This design comes from an exercise in tuning for small area on the open sky130 flow, not from production work. In this exercise RTL edits were held to simulation tests only and were not proved equivalent to the original. Power and IR drop assume default switching activity.

--- flow/design.v ---
module mmu_hostport (
    input  wire       clk,
    input  wire       rst,
    input  wire       in_valid,
    input  wire [7:0] in_data,
    output wire       in_ready,
    output wire       out_valid,
    output wire [7:0] out_data,
    input  wire       out_ready
);
    localparam [119:0] DEFAULT_COMPAT = 120'h00001020A020280202B02300A60218;
    localparam [7:0] OP_GET      = 8'h01;
    localparam [7:0] OP_SET      = 8'h02;
    localparam [7:0] OP_DECODE   = 8'h03;
    localparam [7:0] OP_ENCODE   = 8'h04;
    localparam [7:0] OP_DISPATCH = 8'h05;
    localparam [7:0] OP_BITSET   = 8'h10;
    localparam [7:0] OP_GETBITS  = 8'h11;
    localparam [7:0] OP_HEX      = 8'h12;
    localparam [7:0] OP_ZERO     = 8'h13;
    localparam [7:0] OP_DEFAULT  = 8'h14;
    localparam [7:0] OP_LSIND    = 8'h20;
    localparam [7:0] ST_OK      = 8'h00;
    localparam [7:0] ST_HEXREJ  = 8'h01;
    localparam [7:0] ST_REFUSED = 8'h02;
    localparam [7:0] ST_RUNT    = 8'h03;
    localparam [7:0] ST_SHORT   = 8'h04;
    localparam [7:0] ST_NOMATCH = 8'h05;
    localparam [2:0] RK_STAT  = 3'd0;   
    localparam [2:0] RK_BYTE  = 3'd1;   
    localparam [2:0] RK_BITS  = 3'd2;   
    localparam [2:0] RK_FRAME = 3'd3;   
    localparam [2:0] S_OP   = 3'd0;
    localparam [2:0] S_ARG  = 3'd1;
    localparam [2:0] S_DATA = 3'd2;
    localparam [2:0] S_EXEC = 3'd3;
    localparam [2:0] S_RESP = 3'd4;
    reg [119:0] compat;    
    reg [15:0]  grn;       
    reg [15:0]  yel;       
    reg [15:0]  red;       
    reg         flash;     
    reg [2:0]   state;
    reg [7:0]   op;
    reg [3:0]   argc;
    reg [7:0]   a0, a1, a2, a3, a4, a5;
    reg [119:0] shreg;      
    reg         hex_ok;
    reg         data_done;
    reg [15:0]  n;
    reg [15:0]  cnt;
    reg [7:0]   ftype;      
    reg [7:0]   status;
    reg [2:0]   rkind;
    reg [7:0]   rbyte;
    reg [4:0]   ridx;
    reg [3:0] nargs_in, nargs_op;
    always @(*) begin
        case (in_data)
            OP_GET:      nargs_in = 4'd4;
            OP_SET:      nargs_in = 4'd6;
            OP_DECODE:   nargs_in = 4'd3;
            OP_ENCODE:   nargs_in = 4'd1;
            OP_DISPATCH: nargs_in = 4'd2;
            OP_BITSET:   nargs_in = 4'd15;
            OP_HEX:      nargs_in = 4'd1;
            OP_LSIND:    nargs_in = 4'd1;
            default:     nargs_in = 4'd0;
        endcase
        case (op)
            OP_GET:      nargs_op = 4'd4;
            OP_SET:      nargs_op = 4'd6;
            OP_DECODE:   nargs_op = 4'd3;
            OP_ENCODE:   nargs_op = 4'd1;
            OP_DISPATCH: nargs_op = 4'd2;
            OP_BITSET:   nargs_op = 4'd15;
            OP_HEX:      nargs_op = 4'd1;
            OP_LSIND:    nargs_op = 4'd1;
            default:     nargs_op = 4'd0;
        endcase
    end
    wire       id_compat = (a0 == 8'd1) && (a1 == 8'd0) &&
                           (a3 >= 8'd1) && (a3 <= 8'd15) &&
                           (a2 > a3) && (a2 <= 8'd16);
    wire       id_flash  = (a0 == 8'd3) && (a1 == 8'd0) && (a3 == 8'd0) && (a2 == 8'd0);
    wire       id_ls     = (a0 == 8'd3) && (a1 == 8'd0) &&
                           (a3 >= 8'd1) && (a3 <= 8'd3) &&
                           (a2 >= 8'd1) && (a2 <= 8'd16);
    wire       id_ok     = id_compat || id_flash || id_ls;
    wire [7:0] lm1       = a3 - 8'd1;
    wire [7:0] tri_l     = (lm1 * a3) >> 1;
    wire [7:0] off_full  = (lm1 << 4) - tri_l + (a2 - a3 - 8'd1);
    wire [6:0] off       = off_full[6:0];
    wire [3:0] ch        = a2[3:0] - 4'd1;
    reg cell_val;
    always @(*) begin
        cell_val = 1'b0;
        if (id_compat)                       cell_val = compat[off];
        else if (id_flash)                   cell_val = flash;
        else if (id_ls && a3 == 8'd1)        cell_val = grn[ch];
        else if (id_ls && a3 == 8'd2)        cell_val = yel[ch];
        else if (id_ls && a3 == 8'd3)        cell_val = red[ch];
    end
    wire val_ok = (a5 == 8'd0) && (a4 <= 8'd1);
    wire [3:0] lch = a0[3:0] - 4'd1;
    wire       lch_ok = (a0 >= 8'd1) && (a0 <= 8'd16);
    reg  [7:0] ls_code;
    always @(*) begin
        case ({grn[lch], yel[lch], red[lch]})
            3'b100:  ls_code = 8'd1;    
            3'b010:  ls_code = 8'd2;    
            3'b001:  ls_code = 8'd3;    
            default: ls_code = 8'd0;    
        endcase
    end
    reg       is_hex;
    reg [3:0] nib;
    always @(*) begin
        is_hex = 1'b1;
        nib    = 4'd0;
        if (in_data >= "0" && in_data <= "9")      nib = in_data[3:0];
        else if (in_data >= "A" && in_data <= "F") nib = in_data[3:0] + 4'd9;
        else if (in_data >= "a" && in_data <= "f") nib = in_data[3:0] + 4'd9;
        else                                       is_hex = 1'b0;
    end
    wire        dec_known = (a0 == 8'd0) || (a0 == 8'd1) || (a0 == 8'd3);
    wire [15:0] dec_len   = (a0 == 8'd0) ? 16'd16 : 16'd3;
    wire [15:0] n_args    = (op == OP_DECODE) ? {a2, a1} : {a1, a0};
    reg [4:0] rlast;
    always @(*) begin
        case (rkind)
            RK_BYTE:  rlast = 5'd1;
            RK_BITS:  rlast = 5'd15;
            RK_FRAME: rlast = 5'd23;
            default:  rlast = 5'd0;
        endcase
    end
    reg [7:0] rdata;
    always @(*) begin
        rdata = 8'h00;
        if (ridx == 5'd0) begin
            rdata = status;
        end else begin
            case (rkind)
                RK_BYTE: rdata = rbyte;
                RK_BITS: rdata = compat[(ridx - 5'd1) * 8 +: 8];
                RK_FRAME: begin
                    if (ridx == 5'd1)                      rdata = 8'h10;
                    else if (ridx == 5'd2 || ridx == 5'd3) rdata = 8'h83;
                    else if (ridx <= 5'd18)                rdata = compat[(ridx - 5'd4) * 8 +: 8];
                    else                                   rdata = 8'h00;
                end
                default: rdata = 8'h00;
            endcase
        end
    end
    assign in_ready  = (state == S_OP) || (state == S_ARG) || (state == S_DATA);
    assign out_valid = (state == S_RESP);
    assign out_data  = rdata;
    integer m;
    always @(posedge clk) begin
        if (rst) begin
            state     <= S_OP;
            compat    <= 120'd0;
            grn       <= 16'd0;
            yel       <= 16'd0;
            red       <= 16'd0;
            flash     <= 1'b0;
            op        <= 8'd0;
            argc      <= 4'd0;
            data_done <= 1'b0;
            hex_ok    <= 1'b0;
            n         <= 16'd0;
            cnt       <= 16'd0;
            ftype     <= 8'd0;
            status    <= 8'd0;
            rkind     <= RK_STAT;
            rbyte     <= 8'd0;
            ridx      <= 5'd0;
        end else begin
            case (state)
                S_OP: if (in_valid) begin
                    op        <= in_data;
                    argc      <= 4'd0;
                    data_done <= 1'b0;
                    state     <= (nargs_in == 4'd0) ? S_EXEC : S_ARG;
                end
                S_ARG: if (in_valid) begin
                    case (argc)
                        4'd0: a0 <= in_data;
                        4'd1: a1 <= in_data;
                        4'd2: a2 <= in_data;
                        4'd3: a3 <= in_data;
                        4'd4: a4 <= in_data;
                        4'd5: a5 <= in_data;
                        default: ;
                    endcase
                    shreg <= {in_data, shreg[119:8]};
                    argc  <= argc + 4'd1;
                    if (argc == nargs_op - 4'd1)
                        state <= S_EXEC;
                end
                S_DATA: if (in_valid) begin
                    cnt <= cnt + 16'd1;
                    case (op)
                        OP_DECODE: if (status == ST_OK && a0 == 8'd0) begin
                            for (m = 0; m < 4; m = m + 1) begin
                                if (cnt >= 16'd3 && cnt <= 16'd6)
                                    grn[(cnt[3:0] - 4'd3) * 4 + m] <= in_data[2*m+1];
                                if (cnt >= 16'd7 && cnt <= 16'd10)
                                    yel[(cnt[3:0] - 4'd7) * 4 + m] <= in_data[2*m+1];
                                if (cnt >= 16'd11 && cnt <= 16'd14)
                                    red[(cnt[3:0] - 4'd11) * 4 + m] <= in_data[2*m+1];
                            end
                            if (cnt == 16'd15)
                                flash <= in_data[7];
                        end
                        OP_DISPATCH: if (cnt == 16'd2) ftype <= in_data;
                        OP_HEX: begin
                            shreg  <= {shreg[115:0], nib};
                            hex_ok <= hex_ok & is_hex;
                        end
                        default: ;
                    endcase
                    if (cnt == n - 16'd1) begin
                        data_done <= 1'b1;
                        state     <= S_EXEC;
                    end
                end
                S_EXEC: begin
                    state  <= S_RESP;
                    ridx   <= 5'd0;
                    rkind  <= RK_STAT;
                    status <= ST_OK;
                    case (op)
                        OP_GET: begin
                            if (id_ok) begin
                                rkind <= RK_BYTE;
                                rbyte <= {7'd0, cell_val};
                            end else begin
                                status <= ST_REFUSED;
                            end
                        end
                        OP_SET: begin
                            if (id_ok && val_ok) begin
                                if (id_compat)                compat[off] <= a4[0];
                                else if (id_flash)            flash       <= a4[0];
                                else if (a3 == 8'd1)          grn[ch]     <= a4[0];
                                else if (a3 == 8'd2)          yel[ch]     <= a4[0];
                                else                          red[ch]     <= a4[0];
                            end else begin
                                status <= ST_REFUSED;
                            end
                        end
                        OP_DECODE: begin
                            if (!data_done) begin
                                n   <= n_args;
                                cnt <= 16'd0;
                                if (!dec_known)             status <= ST_REFUSED;
                                else if (n_args < 16'd3)    status <= ST_RUNT;
                                else if (n_args < dec_len)  status <= ST_SHORT;
                                else                        status <= ST_OK;
                                if (n_args != 16'd0)
                                    state <= S_DATA;
                            end else begin
                                status <= status;
                            end
                        end
                        OP_ENCODE: begin
                            if (a0 == 8'h83) rkind  <= RK_FRAME;
                            else             status <= ST_REFUSED;
                        end
                        OP_DISPATCH: begin
                            if (!data_done) begin
                                n     <= n_args;
                                cnt   <= 16'd0;
                                ftype <= 8'd0;
                                if (n_args == 16'd0) status <= ST_RUNT;
                                else                 state  <= S_DATA;
                            end else if (n < 16'd3) begin
                                status <= ST_RUNT;
                            end else if (ftype == 8'h03) begin
                                rkind <= RK_FRAME;
                            end else begin
                                status <= ST_NOMATCH;
                            end
                        end
                        OP_BITSET:  compat <= shreg;
                        OP_GETBITS: rkind  <= RK_BITS;
                        OP_HEX: begin
                            if (!data_done) begin
                                n      <= {8'd0, a0};
                                cnt    <= 16'd0;
                                hex_ok <= 1'b1;
                                if (a0 == 8'd0) status <= ST_HEXREJ;
                                else            state  <= S_DATA;
                            end else if (n == 16'd30 && hex_ok) begin
                                compat <= shreg;
                            end else begin
                                status <= ST_HEXREJ;
                            end
                        end
                        OP_ZERO:    compat <= 120'd0;
                        OP_DEFAULT: compat <= DEFAULT_COMPAT;
                        OP_LSIND: begin
                            if (lch_ok) begin
                                rkind <= RK_BYTE;
                                rbyte <= ls_code;
                            end else begin
                                status <= ST_REFUSED;
                            end
                        end
                        default: status <= ST_REFUSED;
                    endcase
                end
                S_RESP: if (out_ready) begin
                    ridx <= ridx + 5'd1;
                    if (ridx == rlast)
                        state <= S_OP;
                end
                default: state <= S_OP;
            endcase
        end
    end
endmodule
--- flow/run.sh ---
#!/bin/bash
# synth_recipe.tcl (not shown) runs the flow's synth.tcl, then flattens the netlist and writes it again
# the make line also repeats each setting of config.mk as NAME=value (left out here)
make -C /OpenROAD-flow-scripts/flow DESIGN_CONFIG=/design/flow/config.mk WORK_HOME=/design/flow/orfs CLKGATE_MAP_FILE= SYNTH_SCRIPT=/design/flow/synth_recipe.tcl finish
--- flow/config.mk ---
export PLATFORM = sky130hd
export DESIGN_NAME = mmu_hostport
export DESIGN_NICKNAME = mmu_hostport
export VERILOG_FILES = /design/flow/design.v
export SDC_FILE = /design/flow/constraint.sdc
export NUM_CORES = 4
export LEC_CHECK = 0
export CAP_MARGIN = 20
export CORE_MARGIN = 2
export CORE_UTILIZATION = 40
export SLEW_MARGIN = 20
--- flow/constraint.sdc ---
create_clock -name core_clock -period 10.0 [get_ports {clk}]
set_input_delay 2.0000 -clock core_clock [delete_from_list [all_inputs] [get_ports {clk}]]
set_output_delay 2.0000 -clock core_clock [all_outputs]
set_load 0.01 [all_outputs]
==> results.tsv <==
metric	value	unit
EDFF count, synth	168	
DR WL/cell	25.50	um
DRT Wirelength	106300	um
Starting Density	40.27	%
H-tree depth	2	
post-synthesis mux area share	12.75	%
Min Hold Slack	0.5012	ns
final slew viol count	0	
setup bufs post-CTS	0	
wl on met1	45520	um
CTS tree	done	
routed wl met2	46140	um
Final min period	8.871	ns
total power	5.365	mW
drc violations	0	
YS warnings	1	
fillcell total	7079	
critical-path maximum fanout	18	
Clock Tree Buf Depth	3	
chip height	272.0	um
CP top delay family	adder cells	
core area	0.07136	mm^2
Distinct cells, synth	105	
Clock Tree Root	clkbuf_16	
HPWL after DPL	75360	um
Mapped Area	0.02874	mm^2
crit path buf inv count	8	
die area	0.07400	mm^2
kind of end point of the critical path	flop	
number of max-cap violations	0	
final core utilization	43.97	%
Rows	98	
synth cell count leaders	nand2_1 (657), nor2_1 (262), dfxtp_1 (238)	
largest family of logic cells by synthesized area	simple AND/OR/NAND/NOR gates	
clk sinks	406	
register clock-pin slew on the reported worst setup and hold paths	0.06	ns
maximum VDD drop	0.0001696	V
Setup Skew	0.02534	ns
Synth area leaders	edfxtp_1 (18%), dfxtp_1 (17%), mux4_2 (9.9%), nand2_1 (8.6%), ha_1 (4.0%)	
status	finished clean	
Layout Cell Area excl Fill	0.03138	mm^2
initial antenna violation count	4	
Worst-Skew Late Latency	0.61	ns
CP Data Arrival Time	9.35	ns
GR Util All Layers	28.17	%
routed length on met3	10780	um
top cell type's share of synthesized area	17.55	%
Final period util	88.71	%
Slowest cell on crit path	xnor2_2	
Crit Path Category	flop to flop	
Slew headroom	20.42	%
DRT antenna net count	0	
dpl cell area	0.02966	mm^2
cts bufs inserted	49	
layout cells sized above 1	11.12	%
syn_nets	3416	
number of gates resized after CTS	0	
Max Used Layer	met5	
Data required, critical path	10.48	ns
Setup violations, final	0	
die width	272.0	um
simple-gate share of the synthesized area	21.07	%
post-synthesis xor/xnor area fraction	3.052	%
PortBufs	21	
Leakage	11.37	nW
synthesized-area fraction occupied by adder cells	5.286	%
cell repeated most along the worst path	inv_1	
Post-CTS Hold Fix Bufs	0	
synthesized area per cell	8.724	um^2
Worst setup SP type	flop	
pwr/cell area	171.0	mW/mm^2
area added between synthesis and finish	9.178	%
Final Hold Fails	0	
post-DR vias/cell	6.379	
CP peak stage delay	0.83	ns
grt ovf	0	
Synth Flop Type	dfxtp_1	
pre-CTS WS	1.312	ns
Post-synth ARST share	0	%
setup tns final	0	ns
most numerous cell in the Yosys netlist	nand2_1	
Nets	3300	
Hold Path Class	flop to flop	
DRT Pass-1 Iters	6	
sequential share of the synthesized area	34.13	%
Via Count	26600	
Max Clk Rate	0.1127	GHz
first-pass GRT wire length	160600	um
post-synthesis compound-gate area fraction	18.73	%
largest net degree at the start of global routing	71	
Final WS setup	1.129	ns
RSZ-0062 raised after global routing	no	
Worst Tran Pin Value	1.181	ns
io pins	22	
vias in the first global route	24560	
Initial DRC Count	3716	
largest area contributor in the netlist	edfxtp_1	
Inst Count DP	4075	
placer congestion estimate	1.014	
fin cells	4170	
#FFs+latches synth	406	
Synth Instances	3294	
## area by class of cell
class                   instances  area, um^2  share of cell area [%]
flip-flops and latches        406        9814                   31.28
well taps                     950        1189                   3.788
clock buffers                  69        1404                   4.474
clock inverters                23       274.0                  0.8733
inverters                      90       337.8                   1.077
repair buffers                 90       759.5                   2.421
multi-input cells            2541       17590                   56.08
diodes                          1       2.502                0.007976
## flip-flops by register name, indices dropped and copies added, names as in the netlist, 3 cells and up
register and count:
status 3, ridx 5, a1 8, a2 8, compat 120, red 16, cnt 16, grn 16
a5 8, shreg 120, yel 16, a4 8, argc 4, a0 8, n 16, a3 8
op 8, ftype 8, state 3
## worst paths after layout
kind	startpoint	endpoint	slack, ns	cells after the start
max	a3[0]	compat[83]	1.13	26
min	ftype[2]	ftype[2]	0.50	2
max reg2reg	a3[0]	compat[83]	1.13	26
min reg2reg	ftype[2]	ftype[2]	0.50	2
## tightest hold or removal path, cell delays in order, from the launching register on
cell and delay (ns):
dfxtp_1 0.33, a21oi_1 0.07, nor2_1 0.07
## report_power, final
part | switching [mW] | internal (mW)
combinational | 0.766 | 0.452
sequential | 0.310 | 1.96
clock | 0.762 | 1.11
## routing by layer
layer	global-route usage, %	vias to the layer above
li1	-	11930
met3	5.898	244
met1	40.39	12950
met5	0	-
met2	42.31	1474
met4	9.080	2
## layout by cell type (no fill, tap or decap), types with 13 or more instances in the layout
master           Yosys  routed
a21o_1              15      15
a21oi_1            220     220
a221oi_1            34      34
a22oi_1             32      32
a311o_1             46      46
a311oi_1            24      24
a31oi_1             22      22
and3_1              21      21
buf_4               11      66
clkbuf_16            0      51
clkdlybuf4s50_1      0      20
dfxtp_1            238     236
edfxtp_1           168     168
fa_1                19      19
ha_1                91      90
inv_1               88      87
mux2i_1             78      78
mux4_2             126     126
nand2_1            657     656
nand3_1            121     121
nand4_1             24      24
nor2_1             262     258
nor2b_1             26      25
nor3_1              83      83
nor4_1              42      41
o211a_1             26      26
o211ai_1            40      40
o21ai_0            121     121
o21ai_1             31      31
o221ai_1            22      22
o22ai_1             16      16
o311ai_0            13      13
o311ai_1            13      13
xnor2_1             54      53
xor2_1              39      39
## cell families (layout without fill, tap and decap cells)
group | count (synthesis) | count (layout)
compound gates | 777 | 777
xor+xnor | 96 | 96
fa+ha+maj | 110 | 110
buf+inv | 347 | 272
flops | 406 | 406
mux | 208 | 208
other cells | 0 | 1
simple gates | 1350 | 1350

[separate check: timing with driven ports]
In the flow no input, the clock included, has a driving cell. The finished layout below was timed again as built, in two steps. Step 1 (the two cells are an assumption about what drives the block):
set clk [get_ports {clk}]
set_driving_cell -lib_cell sky130_fd_sc_hd__clkbuf_16 $clk
set_driving_cell -lib_cell sky130_fd_sc_hd__buf_2 [delete_from_list [all_inputs] $clk]
Step 2, shift: input delay + t, output delay - t, t = (earliest + latest rising clock arrival at the registers) / 2. This alone moves slack from input paths to output paths. Slacks: ideal / step 1 / step 2; pairs: ideal / step 1.
t (ns): 0.667
slack for setup (ns): 1.129 / 1.129 / 1.129
latest minus earliest clock arrival (ns): 0.031 / 0.031
pins driven straight from the clock port: 1
After both steps this run still meets setup and hold. For this run, drivers alone change the setup slack by 0.000 ns; drivers and shift together by 0.000 ns.
